Background: an optimization exercise with open tools, aiming at small area, a short achievable clock period and few clock cycles per item. Do not read the settings as production practice.
Where RTL was checked, it was by simulation tests only, not by an equivalence proof against the original.
Power figures rest on the tool's default switching activity, not on a simulated workload.

==> flow/design.v (excerpt) <==
module blackhole_core (
    input  wire        clk,
    input  wire        rst,
    input  wire        cmd_valid,
    input  wire [31:0] cmd_word,
    output wire        cmd_ready,
    output wire        busy,
    input  wire [2:0]  sr_sel,
    output reg  [31:0] sr_data,
    output wire        map_req,
    output wire [1:0]  map_space,
    output wire [31:0] map_size,
    input  wire        map_ok,
    input  wire        map_fail,
    output wire        rd_req,
    output wire [1:0]  rd_space,
    output wire [31:0] rd_addr,
    input  wire        rd_ack,
    input  wire [7:0]  rd_data,
    output wire        wr_req,
    output wire [1:0]  wr_sink,
    output wire [3:0]  wr_len,
    output wire [63:0] wr_data,
    input  wire        wr_ack,
    input  wire [3:0]  wr_accepted,
    input  wire        wr_fail
);
clock: 8.0 ns
lec_check: 0
cap_margin: 20
core_margin: 2
core_utilization: 40
cts_buf_list: sky130_fd_sc_hd__clkbuf_4 sky130_fd_sc_hd__clkbuf_8
place_density: 0.6
setup_slack_margin: 3.5
slew_margin: 20
synth_hierarchical: 1
standard.sh (not shown) runs the stock make flow with config.mk's settings and CLKGATE_MAP_FILE= SYNTH_SCRIPT=/design/flow/synth_recipe.tcl, a recipe that flattens the netlist after the stock synthesis.
==> flow/flow/run.sh <==
#!/bin/bash
# The standard layout, with the port buffers made of buf_1 cells (the
# standard flow's buffer_ports picks clkdlybuf4s50_1, which is larger and
# slower); repair may still resize them.
set -euo pipefail
export BUFFER_PORTS_ARGS="-buffer_cell sky130_fd_sc_hd__buf_1"
bash standard.sh > standard.log 2>&1
The starting point produced a clean layout.
Testbench counts at the start, summed over its fixed seeds: cycles 20,438, bytes 5,372.
Next try:
==> flow/flow/run.sh (replaced) <==
#!/bin/bash
# The standard layout, with the port buffers made of buf_2 cells (the
# standard flow's buffer_ports picks clkdlybuf4s50_1, which is larger and
# slower); repair may still resize them.
set -euo pipefail
export BUFFER_PORTS_ARGS="-buffer_cell sky130_fd_sc_hd__buf_2"
bash standard.sh > standard.log 2>&1
CORE_UTILIZATION = 55   (was 40)
CTS_BUF_LIST = sky130_fd_sc_hd__clkbuf_16   (was sky130_fd_sc_hd__clkbuf_4 sky130_fd_sc_hd__clkbuf_8)
CTS_CLUSTER_DIAMETER = 60   (was not set)
CTS_CLUSTER_SIZE = 25   (was not set)
PLACE_DENSITY = 0.75   (was 0.6)
Outcome: Die area shrinks by about 27%; wire length came out higher by about 1.3%; core utilization increases by 17 points; clock skew decreases by 0.012 ns; count of clock-buffer cells in the layout goes down by 64.
Next try:
CORE_UTILIZATION = 40   (was 55)
CTS_BUF_LIST = sky130_fd_sc_hd__clkbuf_8   (was sky130_fd_sc_hd__clkbuf_16)
CTS_CLUSTER_DIAMETER = 50   (was 60)
CTS_CLUSTER_SIZE = 20   (was 25)
PLACE_DENSITY = 0.6   (was 0.75)
The changed run finished clean; worst setup slack improved by 0.038 ns; area after synthesis is unchanged; cell count went up by 7.9%; synthesized cell count stays the same; final area went up by 0.60%; wire length went down by 2.0%; clock-buffer cell count went up by 12; die area went up by 37%; global-route usage went down by 13 points.
Next try:
==> flow/run.sh (new file) <==
#!/bin/bash
# synth_recipe.tcl (not shown) runs the flow's synth.tcl, then flattens the netlist and writes it again
# the make line also repeats each setting of config.mk as NAME=value (left out here)
make -C /OpenROAD-flow-scripts/flow DESIGN_CONFIG=/design/flow/config.mk WORK_HOME=/design/flow/orfs CLKGATE_MAP_FILE= SYNTH_SCRIPT=/design/flow/synth_recipe.tcl finish
CTS_BUF_LIST = sky130_fd_sc_hd__clkbuf_4 sky130_fd_sc_hd__clkbuf_8   (was sky130_fd_sc_hd__clkbuf_8)
CTS_CLUSTER_DIAMETER = not set   (was 50)
CTS_CLUSTER_SIZE = not set   (was 20)
removed: flow/flow/run.sh
removed: flow/standard.sh
Design area grows by 6.5%.
Routed wire length climbs by 7.7%.
Area after synthesis does not change.
Clock power went up by 18%.
Utilization goes up by 3.0 points.
Count of clock-buffer cells in the layout goes up by 48.
Global-route usage increases by 2.8 points.
Sequential cell count does not change.
Next try:
==> flow/flow/run.sh (new file) <==
#!/bin/bash
# The standard layout, with the port buffers made of buf_1 cells (the
# standard flow's buffer_ports picks clkdlybuf4s50_1, which is larger and
# slower); repair may still resize them.
set -euo pipefail
export BUFFER_PORTS_ARGS="-buffer_cell sky130_fd_sc_hd__buf_1"
bash standard.sh > standard.log 2>&1
==> flow/standard.sh (new file) <==
#!/bin/bash
# synth_recipe.tcl (not shown) runs the flow's synth.tcl, then flattens the netlist and writes it again
# the make line also repeats each setting of config.mk as NAME=value (left out here)
make -C /OpenROAD-flow-scripts/flow DESIGN_CONFIG=/design/flow/config.mk WORK_HOME=/design/flow/orfs CLKGATE_MAP_FILE= SYNTH_SCRIPT=/design/flow/synth_recipe.tcl "${@:-finish}"
CTS_BUF_LIST = sky130_fd_sc_hd__clkbuf_16   (was sky130_fd_sc_hd__clkbuf_4 sky130_fd_sc_hd__clkbuf_8)
CTS_CLUSTER_DIAMETER = 60   (was not set)
CTS_CLUSTER_SIZE = 25   (was not set)
removed: flow/run.sh
Synthesized area does not change.
Global-route usage goes down by 2.5 points.
Wire length fell by 6.9%.
Utilization went down by 3.1 points.
Register-to-register slack stays flat.
Next try:
SETUP_SLACK_MARGIN = 3.25   (was 3.5)
Global-route usage falls by 0.74 points.
Total power falls slightly.
Register-to-register slack gets worse by 0.07 ns.
Design area fell slightly.
Sequential share of layout area is higher by 0.40 points.
Count of clock-buffer cells in the layout came out lower by 1.
Non-clock buffer count is lower by 16.
Utilization came out lower by 0.53 points.
Final cell count went down slightly.

main:
Another version of the RTL of blackhole_core (not shown whole).
Size: about 3100 cells after synthesis, about 430 flip-flops.
clock: 8.0 ns
lec_check: 0
cap_margin: 20
core_margin: 2
core_utilization: 40
cts_buf_list: sky130_fd_sc_hd__clkbuf_16
cts_cluster_diameter: 60
cts_cluster_size: 25
place_density: 0.6
setup_slack_margin: 3.5
slew_margin: 20
synth_hierarchical: 1
==> flow/flow/run.sh <==
#!/bin/bash
# The standard layout, with the port buffers made of buf_2 cells (the
# standard flow's buffer_ports picks clkdlybuf4s50_1, which is larger and
# slower); repair may still resize them.
set -euo pipefail
export BUFFER_PORTS_ARGS="-buffer_cell sky130_fd_sc_hd__buf_2"
bash standard.sh > standard.log 2>&1
Here is what was changed in the inputs of the feature branch compared with main.
# main
export LEC_CHECK = 0
export CAP_MARGIN = 20
export CORE_MARGIN = 2
export CORE_UTILIZATION = 40
export CTS_BUF_LIST = sky130_fd_sc_hd__clkbuf_16
export CTS_CLUSTER_DIAMETER = 60
export CTS_CLUSTER_SIZE = 25
export PLACE_DENSITY = 0.6
export SETUP_SLACK_MARGIN = 3.5
export SLEW_MARGIN = 20
export SYNTH_HIERARCHICAL = 1
create_clock -name core_clock -period 8.0 [get_ports {clk}]
# the feature branch
export LEC_CHECK = 0
export CAP_MARGIN = 20
export CORE_MARGIN = 2
export CORE_UTILIZATION = 40
export CTS_BUF_LIST = sky130_fd_sc_hd__clkbuf_4 sky130_fd_sc_hd__clkbuf_8
export PLACE_DENSITY = 0.6
export SETUP_SLACK_MARGIN = 3.5
export SLEW_MARGIN = 20
export SYNTH_HIERARCHICAL = 1
create_clock -name core_clock -period 8.0 [get_ports {clk}]
--- a/flow/flow/run.sh
+++ b/flow/flow/run.sh
@@ -2 +2 @@
-# The standard layout, with the port buffers made of buf_2 cells (the
+# The standard layout, with the port buffers made of buf_1 cells (the
@@ -6 +6 @@
-export BUFFER_PORTS_ARGS="-buffer_cell sky130_fd_sc_hd__buf_2"
+export BUFFER_PORTS_ARGS="-buffer_cell sky130_fd_sc_hd__buf_1"
==> run summary <==
- Re sequential fraction of total cell area: main was lower than the feature branch.
- Comparing post-synthesis to final-layout area growth for the feature branch and main, the smaller number came from the feature branch.
- The feature branch: non-clock buffer count in the final layout higher than main
- Going from main to the feature branch, remaining global-route overflow now sits at about the same level, final area now smaller.
- in -> out as the class of the most critical setup path was reported by main, and reg -> out by the feature branch.
No functional check of the RTL was part of any run of this note.

oak:
blackhole_core, a different RTL version from the one above (not shown whole).
For scale: about 3,000 cells after synthesis, about 430 flip-flops, roughly 28,000 µm² of cells after synthesis.
clock: 8.0 ns
lec_check: 0
cap_margin: 20
core_margin: 2
core_utilization: 40
cts_buf_list: sky130_fd_sc_hd__clkbuf_16
cts_cluster_diameter: 60
cts_cluster_size: 25
place_density: 0.6
setup_slack_margin: 3.7
slew_margin: 20
synth_hierarchical: 1
==> flow/flow/run.sh <==
#!/bin/bash
# The standard layout, with the port buffers made of buf_2 cells (the
# standard flow's buffer_ports picks clkdlybuf4s50_1, which is larger and
# slower); repair may still resize them.
set -euo pipefail
export BUFFER_PORTS_ARGS="-buffer_cell sky130_fd_sc_hd__buf_2"
bash standard.sh > standard.log 2>&1
oak: done, clean on timing, DRC and antenna
Testbench counts of oak, summed over its fixed seeds: cycles 20,438, bytes 5,372.
What pine does differently from oak at the input level:
# oak
export LEC_CHECK = 0
export CAP_MARGIN = 20
export CORE_MARGIN = 2
export CORE_UTILIZATION = 40
export CTS_BUF_LIST = sky130_fd_sc_hd__clkbuf_16
export CTS_CLUSTER_DIAMETER = 60
export CTS_CLUSTER_SIZE = 25
export PLACE_DENSITY = 0.6
export SETUP_SLACK_MARGIN = 3.7
export SLEW_MARGIN = 20
export SYNTH_HIERARCHICAL = 1
create_clock -name core_clock -period 8.0 [get_ports {clk}]
# pine
export LEC_CHECK = 0
export CAP_MARGIN = 20
export CORE_MARGIN = 2
export CORE_UTILIZATION = 40
export CTS_BUF_LIST = sky130_fd_sc_hd__clkbuf_16
export CTS_CLUSTER_DIAMETER = 60
export CTS_CLUSTER_SIZE = 25
export PLACE_DENSITY = 0.6
export SETUP_SLACK_MARGIN = 3.5
export SLEW_MARGIN = 20
export SYNTH_HIERARCHICAL = 1
create_clock -name core_clock -period 8.0 [get_ports {clk}]
==> run summary <==
Between pine and oak, the final design utilization is lower for pine.
[compare] base=oak new=pine: worst slew margin relative to its limit went up, count of nets after finishing shows a reduction of 30, post-synthesis to final-layout area growth decreased by 3.3 points relative to the old numbers, cell count -0.74%.
Min global routing usage summed across all routing layers across pine and oak: pine
Re count of clock-buffer cells in the layout: pine is about 5% down on oak.
Summary of pine over oak: power down 35 µW, minimum clock period shrank by 0.098 ns, combinational share of power went down 0.7 points.

## indigo
blackhole_core, a different RTL version from the one above (not shown whole).
Size: roughly 3400 cells after synthesis, ~430 flip-flops, roughly 230 I/O pins, about 29000 sq um of cells after synthesis.
// blackhole_core
module blackhole_core (
    input  wire        clk,
    input  wire        rst,
    input  wire        cmd_valid,
    input  wire [31:0] cmd_word,
    output wire        cmd_ready,
    output wire        busy,
    input  wire [2:0]  sr_sel,
    output reg  [31:0] sr_data,
    output wire        map_req,
    output wire [1:0]  map_space,
    output wire [31:0] map_size,
    input  wire        map_ok,
    input  wire        map_fail,
    output wire        rd_req,
    output wire [1:0]  rd_space,
    output wire [31:0] rd_addr,
    input  wire        rd_ack,
    input  wire [7:0]  rd_data,
    output wire        wr_req,
    output wire [1:0]  wr_sink,
    output wire [3:0]  wr_len,
    output wire [63:0] wr_data,
    input  wire        wr_ack,
    input  wire [3:0]  wr_accepted,
    input  wire        wr_fail
);
export LEC_CHECK = 0
export CAP_MARGIN = 20
export CORE_MARGIN = 2
export CORE_UTILIZATION = 40
export PLACE_DENSITY = 0.6
export SETUP_SLACK_MARGIN = 4.0
export SLEW_MARGIN = 20
create_clock -name core_clock -period 8.0 [get_ports {clk}]
run.sh (not shown) runs the stock make flow with config.mk's settings and CLKGATE_MAP_FILE= SYNTH_SCRIPT=/design/flow/synth_recipe.tcl, a recipe that flattens the netlist after the stock synthesis.
Stock flow here: none of the scripts above is used.
Here is what was changed in the inputs of ember compared with indigo.
- SETUP_SLACK_MARGIN changed from 4.0 to 3.5
- PLACE_DENSITY changed from 0.6 to 0.7
- CORE_UTILIZATION changed from 40 to 55
Notes after the runs:
- Cell area | ember vs indigo | ember smaller
- Average wire per cell in the routed design in ember is about 3.4% above indigo.
- Against indigo, internal power in ember came out better.
- Across both runs, time the worst path needs with I/O delays and setup was lower for ember than for indigo.
- Summary of the comparison: power is lower in ember, relative to indigo.
No run of this note included a check of the RTL's function; only the layout flow was run.

==> re-timing with driven ports <==
In the flow no input, the clock included, has a driving cell. The finished layouts below were timed again as built, in two steps.
Step 1: set_driving_cell puts a clkbuf_16 on clk and a buf_2 on each other input, an assumption about the parent block.
Step 2 times the ports against the registers' clock, not the clock port: input delays grow and output delays shrink by t, the midpoint of the rising clock arrivals with the driver on.
Slacks: ideal / step 1 / step 2; pairs: ideal / step 1.
| run | t (ns) | setup WS [ns] | slew at the worst register clock pin (ns) |
|---|---|---|---|
| the first run of note 1 | 0.734 | 3.241 / 3.176 / 2.870 | 0.07 / 0.07 |
| the second run of note 1 | 0.652 | 3.277 / 3.212 / 2.830 | 0.09 / 0.09 |
| the third run of note 1 | 0.770 | 3.315 / 3.272 / 2.860 | 0.12 / 0.12 |
| the fourth run of note 1 | 0.762 | 3.291 / 3.258 / 2.852 | 0.07 / 0.07 |
| the fifth run of note 1 | 0.653 | 3.234 / 3.174 / 2.959 | 0.10 / 0.10 |
| the sixth run of note 1 | 0.657 | 3.154 / 3.125 / 2.718 | 0.10 / 0.10 |
| main | 0.642 | 3.273 / 3.193 / 2.932 | 0.10 / 0.10 |
| the feature branch | 0.736 | 3.218 / 3.150 / 2.891 | 0.07 / 0.07 |
| oak | 0.663 | 3.258 / 3.231 / 3.022 | 0.09 / 0.09 |
| pine | 0.656 | 3.356 / 3.318 / 2.909 | 0.09 / 0.09 |
| indigo | 0.686 | 2.896 / 2.803 / 2.803 | 0.07 / 0.07 |
| ember | 0.665 | 3.025 / 2.978 / 2.762 | 0.07 / 0.07 |
After both steps setup and hold are still met in every run listed. The setup slack of the third run of note 1, which loses most, moves by -0.043 ns with the drivers and by -0.455 ns with both steps.
